What follows belongs to an exercise in optimizing a design on an open flow for small area, a short achievable clock period and few clock cycles; a production flow would make more cautious choices.
RTL that was checked went through simulation tests only; none was proved equivalent to the original.

==> build 79 <==
==> flow/design.v <==
module gf2n_copro (
    input  wire        clk,
    input  wire        rst,      
    input  wire        sel,
    input  wire        wr,
    input  wire [13:0] addr,
    input  wire [63:0] wdata,
    output reg  [63:0] rdata,
    output wire        busy,
    output wire        done,
    output wire        err
);
    localparam [13:0] ADDR_CMD     = 14'h0000;
    localparam [13:0] ADDR_STATUS  = 14'h0001;
    localparam [13:0] ADDR_ERRINFO = 14'h0002;
    localparam [13:0] ADDR_A       = 14'h0004;
    localparam [13:0] ADDR_B       = 14'h0005;
    localparam [13:0] ADDR_M       = 14'h0006;
    localparam [13:0] ADDR_N       = 14'h0007;
    localparam [13:0] ADDR_RES     = 14'h0008;
    localparam [13:0] ADDR_RESA    = 14'h0009;
    localparam [13:0] ADDR_RESB    = 14'h000A;
    localparam [13:0] ADDR_TRCCNT  = 14'h000D;
    localparam [63:0] OP_REDUCE   = 64'd3;
    localparam [63:0] OP_MULTIPLY = 64'd4;
    localparam [63:0] OP_EVALUATE = 64'd5;
    localparam [3:0] F_ILLEGAL   = 4'd1;
    localparam [3:0] F_DEGRANGE  = 4'd2;
    localparam [3:0] F_MODDEG    = 4'd7;
    localparam [3:0] F_NONCANON  = 4'd8;
    localparam [2:0] PH_IDLE = 3'd0;
    localparam [2:0] PH_REDA = 3'd1;
    localparam [2:0] PH_REDB = 3'd2;
    localparam [2:0] PH_MULT = 3'd3;
    localparam [2:0] PH_WAIT = 3'd4;
    reg [63:0] reg_a, reg_b, reg_m, reg_n;
    reg [63:0] reg_res, reg_resa, reg_resb;
    reg [7:0]  trccnt;
    reg        st_done, st_err;
    reg [3:0]  st_errcode;
    reg        errinfo;
    reg [2:0]  phase;
    reg        is_red, is_mul;    
    reg [2:0]  slot;              
    reg        seen;              
    reg [63:0] wa;                
    reg [15:1] u;                 
    reg [1:0]  u_wait;            
    assign busy = (phase != PH_IDLE);
    assign done = st_done;
    assign err  = st_err;
    wire [5:0] n6    = reg_n[5:0];
    wire [6:0] lw    = 7'd64 - {1'b0, n6};      
    wire [3:0] q_nx  = lw[6:3];                 
    wire [2:0] o_nx  = lw[2:0];
    wire [2:0] lh_nx = (lw + 7'd15) >> 4;       
    reg  [3:0] q;
    reg  [2:0] oi;                              
    reg        n_zero;                          
    reg  [1:0] r0;
    reg  [3:0] keep16;                          
    reg  [2:0] pre_sh;                          
    wire [2:0] p0    = 3'd7 - q[2:0];
    wire [63:0] mf   = n_zero ? 64'd0 : (reg_m << {q[2:0], 3'b000});
    wire [63:0] ge_mask;    
    genvar gi;
    generate
        for (gi = 0; gi < 64; gi = gi + 1) begin : g_mask
            assign ge_mask[gi] = (gi >= n6);
        end
    endgenerate
    wire [63:0] eq_mask = ge_mask & ~{ge_mask[62:0], 1'b0};
    wire       n_range  = (reg_n[63:6] != 58'd0);
    wire       m_bad    = ((reg_m & ge_mask) != eq_mask);
    wire       a_noncan = ((reg_a & ge_mask) != 64'd0);
    wire       b_noncan = ((reg_b & ge_mask) != 64'd0);
    reg  [14:0] mtop;                           
    function [15:0] smul;
        input [15:0] x, y;
        integer i, j;
        begin
            smul = 16'd0;
            for (i = 0; i < 16; i = i + 1)
                for (j = 0; j < 16 - i; j = j + 1)
                    smul[i + j] = smul[i + j] ^ (x[i] & y[j]);
        end
    endfunction
    function [15:0] ssq;
        input [15:0] x;
        integer i;
        begin
            ssq = 16'd0;
            for (i = 0; i < 8; i = i + 1)
                ssq[2 * i] = x[i];
        end
    endfunction
    wire [15:0] mser = {mtop[0], mtop[1], mtop[2], mtop[3], mtop[4], mtop[5],
                        mtop[6], mtop[7], mtop[8], mtop[9], mtop[10], mtop[11],
                        mtop[12], mtop[13], mtop[14], 1'b1};
    wire [15:0] u2   = {14'd0, mtop[14], 1'b1};
    wire [15:0] u4   = smul(mser & 16'h000F, ssq(u2)) & 16'h000F;
    wire [15:0] u8   = smul(mser & 16'h00FF, ssq(u4)) & 16'h00FF;
    wire [15:0] u_nx = smul(mser, ssq(u8));
    wire        in_idle  = (phase == PH_IDLE);
    wire host_wr = sel && wr && !busy;
    wire cmd_wr  = host_wr && (addr == ADDR_CMD);
    wire        mode_mul = (phase == PH_MULT);
    wire [63:0] s_in     = in_idle ? wa : reg_res;
    wire [63:0] mplr = is_mul ? reg_b : reg_resb;
    wire [7:0]  bmul = mode_mul ? mplr[{slot, 3'b000} +: 8] : 8'd0;
    reg  [15:0] chr;
    wire        fin_a   = (phase == PH_REDA && slot == 3'd0) ||
                          (in_idle && cmd_wr && r0 == 2'd0);
    wire        nx_b    = fin_a || phase == PH_REDB;
    wire [1:0]  nx_idx  = (fin_a || (in_idle && !cmd_wr) || phase == PH_WAIT) ? r0 :
                          in_idle ? (r0 - 2'd1) : (slot[1:0] - 2'd1);
    wire [63:0] nx_src  = nx_b ? reg_b : reg_a;
    wire [15:0] chr_nx  = nx_src[{nx_idx, 4'b0000} +: 16];
    wire [15:0] ch16    = chr;
    wire [63:0] pre_src  = (phase == PH_REDA || (in_idle && cmd_wr)) ? reg_b : reg_a;
    wire [63:0] pre_kept = pre_src & {{16{keep16[3]}}, {16{keep16[2]}},
                                      {16{keep16[1]}}, {16{keep16[0]}}};
    wire [63:0] pre_val  = ({64{pre_sh[0]}} & pre_kept) |
                           ({64{pre_sh[1]}} & {8'd0, pre_kept[63:8]}) |
                           ({64{pre_sh[2]}} & {16'd0, pre_kept[63:16]});
    reg  [79:0] ins;
    integer si;
    always @(*) begin
        ins = 80'd0;
        for (si = 0; si < 9; si = si + 1)
            if (q == si) ins[si*8 +: 16] = ch16;
    end
    wire [79:0] v16 = {s_in, 16'd0} | ins;
    wire [7:0]  wtop = wa[49 + oi +: 8];        
    reg  [14:0] ptop;
    integer pt;
    always @(*) begin
        ptop = 15'd0;
        for (pt = 0; pt < 8; pt = pt + 1)
            if (bmul[pt]) ptop = ptop ^ ({7'd0, wtop} << pt);
    end
    wire [7:0]  stop8 = reg_res[49 + oi +: 8];  
    wire [7:0]  hm    = stop8 ^ {1'b0, ptop[14:8]};   
    wire [22:0] v16_top = v16[79:57];
    wire [15:0] h16  = v16_top[oi +: 16];       
    wire [15:0] h    = mode_mul ? {8'd0, hm} : h16;
    wire [15:0] uu   = {u, 1'b1};
    reg  [15:0] c;      
    integer d, e;
    always @(*) begin
        c = 16'd0;
        for (d = 0; d < 16; d = d + 1)
            for (e = 0; e <= d; e = e + 1)
                c[d] = c[d] ^ (h[15 - e] & uu[d - e]);
    end
    wire [63:0] opa  = mode_mul ? wa : {mf[55:0], 8'd0};
    wire [7:0]  bita;
    genvar gb;
    generate
        for (gb = 0; gb < 8; gb = gb + 1) begin : g_bita
            assign bita[gb] = mode_mul ? bmul[gb] : c[7 - gb];
        end
    endgenerate
    reg [63:0] seta, setb;
    integer fi;
    always @(*) begin
        seta = 64'd0;
        setb = 64'd0;
        for (fi = 0; fi < 8; fi = fi + 1) begin
            if (bita[fi])   seta = seta ^ (opa << fi);
            if (c[15 - fi]) setb = setb ^ (mf << fi);
        end
    end
    wire [63:0] base  = mode_mul ? {reg_res[55:0], 8'd0} : v16[63:0];
    wire [63:0] s_new = base ^ seta ^ setb;
    wire [63:0] s_out = n_zero ? 64'd0 : (s_new >> {q[2:0], 3'b000});
    function [2:0] pop4;
        input [3:0] x;
        reg a, b;
        begin
            a = x[0] ^ x[1];
            b = x[2] ^ x[3];
            pop4 = {x[0] & x[1] & x[2] & x[3],
                    (a & b) | ((x[0] & x[1]) ^ (x[2] & x[3])),
                    a ^ b};
        end
    endfunction
    reg  [3:0] blen;
    integer bi;
    always @(*) begin
        blen = 4'd0;
        for (bi = 0; bi < 8; bi = bi + 1)
            if (bmul[bi]) blen = bi + 1;
    end
    wire [3:0]  mcnt     = seen ? 4'd8 : blen;
    wire [11:0] step_cnt = mode_mul ? {6'd0, mcnt[3] ? 6'o44 : {3'd0, mcnt[2:0]}}
                                    : {pop4(c[15:12]), pop4(c[11:8]),
                                       pop4(c[7:4]), pop4(c[3:0])};
    reg  [11:0] pend;
    wire [7:0]  trc_sum = trccnt + {5'd0, pend[2:0]} + {5'd0, pend[5:3]}
                                 + {5'd0, pend[8:6]} + {5'd0, pend[11:9]};
    always @(*) begin
        case (addr)
            ADDR_STATUS:  rdata = {56'd0, st_errcode, 1'b0, st_err, st_done, busy};
            ADDR_ERRINFO: rdata = {63'd0, errinfo};
            ADDR_A:       rdata = reg_a;
            ADDR_B:       rdata = reg_b;
            ADDR_M:       rdata = reg_m;
            ADDR_N:       rdata = reg_n;
            ADDR_RES:     rdata = reg_res;
            ADDR_RESA:    rdata = reg_resa;
            ADDR_RESB:    rdata = reg_resb;
            ADDR_TRCCNT:  rdata = {56'd0, trc_sum};
            default:      rdata = 64'd0;
        endcase
    end
    wire op_red = (wdata == OP_REDUCE);
    wire op_mul = (wdata == OP_MULTIPLY);
    wire op_evl = (wdata == OP_EVALUATE);
    wire n_wr   = host_wr && (addr == ADDR_N);
    wire m_wr   = host_wr && (addr == ADDR_M);
    wire a_wr   = host_wr && (addr == ADDR_A);
    wire u_ok   = (u_wait == 2'd0);
    task start_mult;
        begin
            reg_res <= 64'd0;
            seen    <= 1'b0;
            slot    <= p0;
            if (n_zero) begin
                st_done <= 1'b1;
                phase   <= PH_IDLE;
            end else
                phase   <= PH_MULT;
        end
    endtask
    task finish_a;
        input k_red, k_mul;
        begin
            if (k_red) begin
                reg_res <= s_out;
                st_done <= 1'b1;
                phase   <= PH_IDLE;
            end else if (k_mul) begin
                wa      <= s_new;
                start_mult;
            end else begin
                reg_resa <= s_out;
                wa       <= s_new;
                reg_res  <= pre_val;            
                slot     <= {1'b0, r0};
                phase    <= PH_REDB;
            end
        end
    endtask
    always @(posedge clk) begin
        q      <= q_nx;
        oi     <= 3'd7 - o_nx;
        n_zero <= (q_nx == 4'd8);
        r0     <= lh_nx[1:0] - 2'd1;
        keep16 <= {lh_nx <= 3'd3, lh_nx <= 3'd2, lh_nx == 3'd1, 1'b0};
        pre_sh <= q_nx[0] ? 3'b010 : ((o_nx == 3'd0) ? 3'b001 : 3'b100);
        mtop   <= mf[42 + oi +: 15];
        u      <= u_nx[15:1];
        if (rst || n_wr)
            u_wait <= 2'd3;
        else if (m_wr)
            u_wait <= 2'd2;
        else if ((a_wr || cmd_wr || (busy && phase != PH_WAIT)) && u_wait != 2'd3)
            u_wait <= 2'd1;                     
        else if (u_wait != 2'd0)
            u_wait <= u_wait - 2'd1;
        if (rst) begin
            reg_a      <= 64'd0;
            reg_b      <= 64'd0;
            reg_m      <= 64'd0;
            reg_n      <= 64'd0;
            reg_res    <= 64'd0;
            reg_resa   <= 64'd0;
            reg_resb   <= 64'd0;
            trccnt     <= 8'd0;
            pend       <= 12'd0;
            st_done    <= 1'b0;
            st_err     <= 1'b0;
            st_errcode <= 4'd0;
            errinfo    <= 1'b0;
            phase      <= PH_IDLE;
        end else begin
            if (host_wr) begin
                case (addr)
                    ADDR_A: reg_a <= wdata;
                    ADDR_B: reg_b <= wdata;
                    ADDR_M: reg_m <= wdata;
                    ADDR_N: reg_n <= wdata;
                    default: ;
                endcase
            end
            trccnt <= trc_sum;
            pend   <= 12'd0;
            chr    <= chr_nx;
            if (in_idle)
                wa <= pre_val;                  
            if (cmd_wr) begin
                st_done    <= 1'b0;
                st_err     <= 1'b0;
                st_errcode <= 4'd0;
                errinfo    <= 1'b0;
                if (!(op_red || op_mul || op_evl)) begin
                    st_errcode <= F_ILLEGAL;
                    st_err     <= 1'b1;
                    st_done    <= 1'b1;
                end else if (n_range) begin
                    trccnt     <= 8'd0;
                    st_errcode <= F_DEGRANGE;
                    st_err     <= 1'b1;
                    st_done    <= 1'b1;
                end else if (m_bad) begin
                    trccnt     <= 8'd0;
                    st_errcode <= F_MODDEG;
                    st_err     <= 1'b1;
                    st_done    <= 1'b1;
                end else if (op_mul && (a_noncan || b_noncan)) begin
                    trccnt     <= 8'd0;
                    st_errcode <= F_NONCANON;
                    st_err     <= 1'b1;
                    st_done    <= 1'b1;
                    errinfo    <= !a_noncan;
                end else begin
                    is_red <= op_red;
                    is_mul <= op_mul;
                    trccnt <= 8'd0;
                    if (!u_ok) begin
                        phase   <= PH_WAIT;
                    end else begin
                        pend <= step_cnt;
                        if (r0 == 2'd0)
                            finish_a(op_red, op_mul);
                        else begin
                            reg_res <= s_new;
                            slot    <= {1'b0, r0 - 2'd1};
                            phase   <= PH_REDA;
                        end
                    end
                end
            end
            case (phase)
                PH_WAIT: begin
                    reg_res <= pre_val;
                    if (u_ok) begin
                        slot    <= {1'b0, r0};
                        phase   <= PH_REDA;
                    end
                end
                PH_REDA, PH_REDB: begin
                    pend <= step_cnt;
                    if (slot == 3'd0) begin
                        if (phase == PH_REDA)
                            finish_a(is_red, is_mul);
                        else begin
                            reg_resb <= s_out;
                            start_mult;
                        end
                    end else begin
                        reg_res <= s_new;
                        slot    <= slot - 3'd1;
                    end
                end
                PH_MULT: begin
                    pend <= step_cnt;
                    seen <= seen || (bmul != 8'd0);
                    if (slot == 3'd0) begin
                        reg_res <= s_out;
                        st_done <= 1'b1;
                        phase   <= PH_IDLE;
                    end else begin
                        reg_res <= s_new;
                        slot    <= slot - 3'd1;
                    end
                end
                default: ;
            endcase
        end
    end
endmodule
==> flow/run.sh <==
#!/bin/bash
# synth_recipe.tcl (not shown) runs the flow's synth.tcl, then flattens the netlist and writes it again
# the make line also repeats each setting of config.mk as NAME=value (left out here)
make -C /OpenROAD-flow-scripts/flow DESIGN_CONFIG=/design/flow/config.mk WORK_HOME=/design/flow/orfs CLKGATE_MAP_FILE= SYNTH_SCRIPT=/design/flow/synth_recipe.tcl finish
==> flow/config.mk <==
export PLATFORM = sky130hd
export DESIGN_NAME = gf2n_copro
export DESIGN_NICKNAME = gf2n_copro
export VERILOG_FILES = /design/flow/design.v
export SDC_FILE = /design/flow/constraint.sdc
export NUM_CORES = 4
export LEC_CHECK = 0
export CAP_MARGIN = 20
export CORE_MARGIN = 2
export CORE_UTILIZATION = 40
export PLACE_DENSITY = 0.6
export SLEW_MARGIN = 20
==> flow/constraint.sdc <==
create_clock -name core_clock -period 8.0 [get_ports {clk}]
set_input_delay 1.6000 -clock core_clock [delete_from_list [all_inputs] [get_ports {clk}]]
set_output_delay 1.6000 -clock core_clock [all_outputs]
set_load 0.01 [all_outputs]
==> build 30: changes against build 79 <==
--- a/flow/design.v
+++ b/flow/design.v
@@ -34,4 +34,5 @@
     localparam [2:0] PH_MULT = 3'd3;
     localparam [2:0] PH_WAIT = 3'd4;
+    localparam [2:0] PH_CNT  = 3'd5;
     reg [63:0] reg_a, reg_b, reg_m, reg_n;
     reg [63:0] reg_res, reg_resa, reg_resb;
@@ -106,7 +107,11 @@
     wire cmd_wr  = host_wr && (addr == ADDR_CMD);
     wire        mode_mul = (phase == PH_MULT);
-    wire [63:0] s_in     = in_idle ? wa : reg_res;
+    wire [63:0] s_in     = wa;
+    reg  [7:0]  mbr;
     wire [63:0] mplr = is_mul ? reg_b : reg_resb;
-    wire [7:0]  bmul = mode_mul ? mplr[{slot, 3'b000} +: 8] : 8'd0;
+    wire [2:0]  mb_idx = slot - 3'd1;
+    wire [7:0]  mbr_nx = mplr[{mb_idx, 3'b000} +: 8];
+    wire [7:0]  mb_first = reg_b[{p0, 3'b000} +: 8];    
+    wire [7:0]  bmul = mode_mul ? mbr : 8'd0;
     reg  [15:0] chr;
     wire        fin_a   = (phase == PH_REDA && slot == 3'd0) ||
@@ -132,5 +137,5 @@
     end
     wire [79:0] v16 = {s_in, 16'd0} | ins;
-    wire [7:0]  wtop = wa[49 + oi +: 8];        
+    wire [7:0]  wtop = reg_res[49 + oi +: 8];   
     reg  [14:0] ptop;
     integer pt;
@@ -140,5 +145,5 @@
             if (bmul[pt]) ptop = ptop ^ ({7'd0, wtop} << pt);
     end
-    wire [7:0]  stop8 = reg_res[49 + oi +: 8];  
+    wire [7:0]  stop8 = wa[49 + oi +: 8];       
     wire [7:0]  hm    = stop8 ^ {1'b0, ptop[14:8]};   
     wire [22:0] v16_top = v16[79:57];
@@ -154,5 +159,5 @@
                 c[d] = c[d] ^ (h[15 - e] & uu[d - e]);
     end
-    wire [63:0] opa  = mode_mul ? wa : {mf[55:0], 8'd0};
+    wire [63:0] opa  = mode_mul ? reg_res : {mf[55:0], 8'd0};
     wire [7:0]  bita;
     genvar gb;
@@ -172,18 +177,7 @@
         end
     end
-    wire [63:0] base  = mode_mul ? {reg_res[55:0], 8'd0} : v16[63:0];
+    wire [63:0] base  = mode_mul ? {wa[55:0], 8'd0} : v16[63:0];
     wire [63:0] s_new = base ^ seta ^ setb;
     wire [63:0] s_out = n_zero ? 64'd0 : (s_new >> {q[2:0], 3'b000});
-    function [2:0] pop4;
-        input [3:0] x;
-        reg a, b;
-        begin
-            a = x[0] ^ x[1];
-            b = x[2] ^ x[3];
-            pop4 = {x[0] & x[1] & x[2] & x[3],
-                    (a & b) | ((x[0] & x[1]) ^ (x[2] & x[3])),
-                    a ^ b};
-        end
-    endfunction
     reg  [3:0] blen;
     integer bi;
@@ -193,11 +187,13 @@
             if (bmul[bi]) blen = bi + 1;
     end
-    wire [3:0]  mcnt     = seen ? 4'd8 : blen;
-    wire [11:0] step_cnt = mode_mul ? {6'd0, mcnt[3] ? 6'o44 : {3'd0, mcnt[2:0]}}
-                                    : {pop4(c[15:12]), pop4(c[11:8]),
-                                       pop4(c[7:4]), pop4(c[3:0])};
-    reg  [11:0] pend;
-    wire [7:0]  trc_sum = trccnt + {5'd0, pend[2:0]} + {5'd0, pend[5:3]}
-                                 + {5'd0, pend[8:6]} + {5'd0, pend[11:9]};
+    wire [3:0]  mcnt = mode_mul ? (seen ? 4'd8 : blen) : 4'd0;
+    reg  [15:0] pend;
+    reg  [4:0]  ppop;
+    always @(*) begin
+        ppop = 5'd0;
+        for (bi = 0; bi < 16; bi = bi + 1)
+            ppop = ppop + {4'd0, pend[bi]};
+    end
+    wire [7:0]  trc_nx = trccnt + {3'd0, ppop} + {4'd0, mcnt};
     always @(*) begin
         case (addr)
@@ -211,5 +207,5 @@
             ADDR_RESA:    rdata = reg_resa;
             ADDR_RESB:    rdata = reg_resb;
-            ADDR_TRCCNT:  rdata = {56'd0, trc_sum};
+            ADDR_TRCCNT:  rdata = {56'd0, trccnt};
             default:      rdata = 64'd0;
         endcase
@@ -224,11 +220,10 @@
     task start_mult;
         begin
-            reg_res <= 64'd0;
+            wa      <= 64'd0;
             seen    <= 1'b0;
             slot    <= p0;
-            if (n_zero) begin
-                st_done <= 1'b1;
-                phase   <= PH_IDLE;
-            end else
+            if (n_zero)
+                phase   <= PH_CNT;
+            else
                 phase   <= PH_MULT;
         end
@@ -239,13 +234,13 @@
             if (k_red) begin
                 reg_res <= s_out;
-                st_done <= 1'b1;
-                phase   <= PH_IDLE;
+                phase   <= PH_CNT;
             end else if (k_mul) begin
-                wa      <= s_new;
+                reg_res <= s_new;
+                mbr     <= mb_first;
                 start_mult;
             end else begin
                 reg_resa <= s_out;
-                wa       <= s_new;
-                reg_res  <= pre_val;            
+                reg_res  <= s_new;
+                wa       <= pre_val;            
                 slot     <= {1'b0, r0};
                 phase    <= PH_REDB;
@@ -279,5 +274,5 @@
             reg_resb   <= 64'd0;
             trccnt     <= 8'd0;
-            pend       <= 12'd0;
+            pend       <= 16'd0;
             st_done    <= 1'b0;
             st_err     <= 1'b0;
@@ -295,7 +290,8 @@
                 endcase
             end
-            trccnt <= trc_sum;
-            pend   <= 12'd0;
+            trccnt <= trc_nx;
+            pend   <= 16'd0;
             chr    <= chr_nx;
+            mbr    <= mbr_nx;
             if (in_idle)
                 wa <= pre_val;                  
@@ -332,9 +328,9 @@
                         phase   <= PH_WAIT;
                     end else begin
-                        pend <= step_cnt;
+                        pend <= c;
                         if (r0 == 2'd0)
                             finish_a(op_red, op_mul);
                         else begin
-                            reg_res <= s_new;
+                            wa      <= s_new;
                             slot    <= {1'b0, r0 - 2'd1};
                             phase   <= PH_REDA;
@@ -344,6 +340,10 @@
             end
             case (phase)
+                PH_CNT: begin                   
+                    st_done <= 1'b1;
+                    phase   <= PH_IDLE;
+                end
                 PH_WAIT: begin
-                    reg_res <= pre_val;
+                    wa      <= pre_val;
                     if (u_ok) begin
                         slot    <= {1'b0, r0};
@@ -352,5 +352,5 @@
                 end
                 PH_REDA, PH_REDB: begin
-                    pend <= step_cnt;
+                    pend <= c;
                     if (slot == 3'd0) begin
                         if (phase == PH_REDA)
@@ -358,13 +358,13 @@
                         else begin
                             reg_resb <= s_out;
+                            mbr      <= s_new[63:56];   
                             start_mult;
                         end
                     end else begin
-                        reg_res <= s_new;
+                        wa      <= s_new;
                         slot    <= slot - 3'd1;
                     end
                 end
                 PH_MULT: begin
-                    pend <= step_cnt;
                     seen <= seen || (bmul != 8'd0);
                     if (slot == 3'd0) begin
@@ -373,5 +373,5 @@
                         phase   <= PH_IDLE;
                     end else begin
-                        reg_res <= s_new;
+                        wa      <= s_new;
                         slot    <= slot - 3'd1;
                     end
Settings changed: CORE_UTILIZATION 40 to 55, PLACE_DENSITY 0.6 to 0.7, SETUP_SLACK_MARGIN from default to 2.5.
==> key figures <==
GRT
  • Number of antenna violations at the first check in global routing: 67

Floorplanning
  • Number of rows created at floorplan: roughly 140

Layout
  • Fraction of area in clock buffers and inverters: 3.80%
  • Layout Area Growth over Synthesis: 17.8%

Run status
  • Outcome: finished clean

Critical path
  • R2R setup slack: about 0.22 ns
Source of the figures above: build 79

==> key figures <==
GRT
  • Busiest layer in global routing: met2
  • Global routing met1 resource utilization: between 80% and 90%

Logic synthesis
  • Post-synthesis cell type count: between 100 and 150

CTS
  • Number of clock sinks seen by CTS: roughly 620

Floorplanning
  • Number of rows created at floorplan: around 120

Run status
  • Failing step: 5_1_grt
  • Err: [ERROR GRT-0116] Global routing finished with congestion. Check the congestion regions in the DRC Viewer.
  • Outcome: stopped before the end
Source of the figures above: build 30

Testbench counts of build 79, summed over its fixed seeds: cycles 16,160.
For build 30, only the layout was checked, not whether the RTL still works.

==> afterwards: timing with drivers on the ports <==
No port has a modelled driver above. Below, the same layout with a new extraction and two added sets of constraints.
Step 1 (the two cells are an assumption about what drives the block):
set clk [get_ports {clk}]
set_driving_cell -lib_cell sky130_fd_sc_hd__clkbuf_16 $clk
set_driving_cell -lib_cell sky130_fd_sc_hd__buf_2 [delete_from_list [all_inputs] $clk]
Step 2, shift: input delay + t, output delay - t, t = (earliest + latest rising clock arrival at the registers) / 2. This alone moves slack from input paths to output paths.
Three values: no drivers, after step 1, after step 2; two values: the first two.
run: build 79
t (ns): 0.811
setup WS [ns]: 0.225 / 0.225 / 0.225
clock arrival spread, ns: 0.035 / 0.035
slew at the worst register clock pin (ns): 0.07 / 0.07
worst slew at a driven data input, ns: 0.08
After both steps build 79 still meets setup and hold. The setup slack of build 79 moves by 0.000 ns with the drivers and by 0.000 ns with both steps.
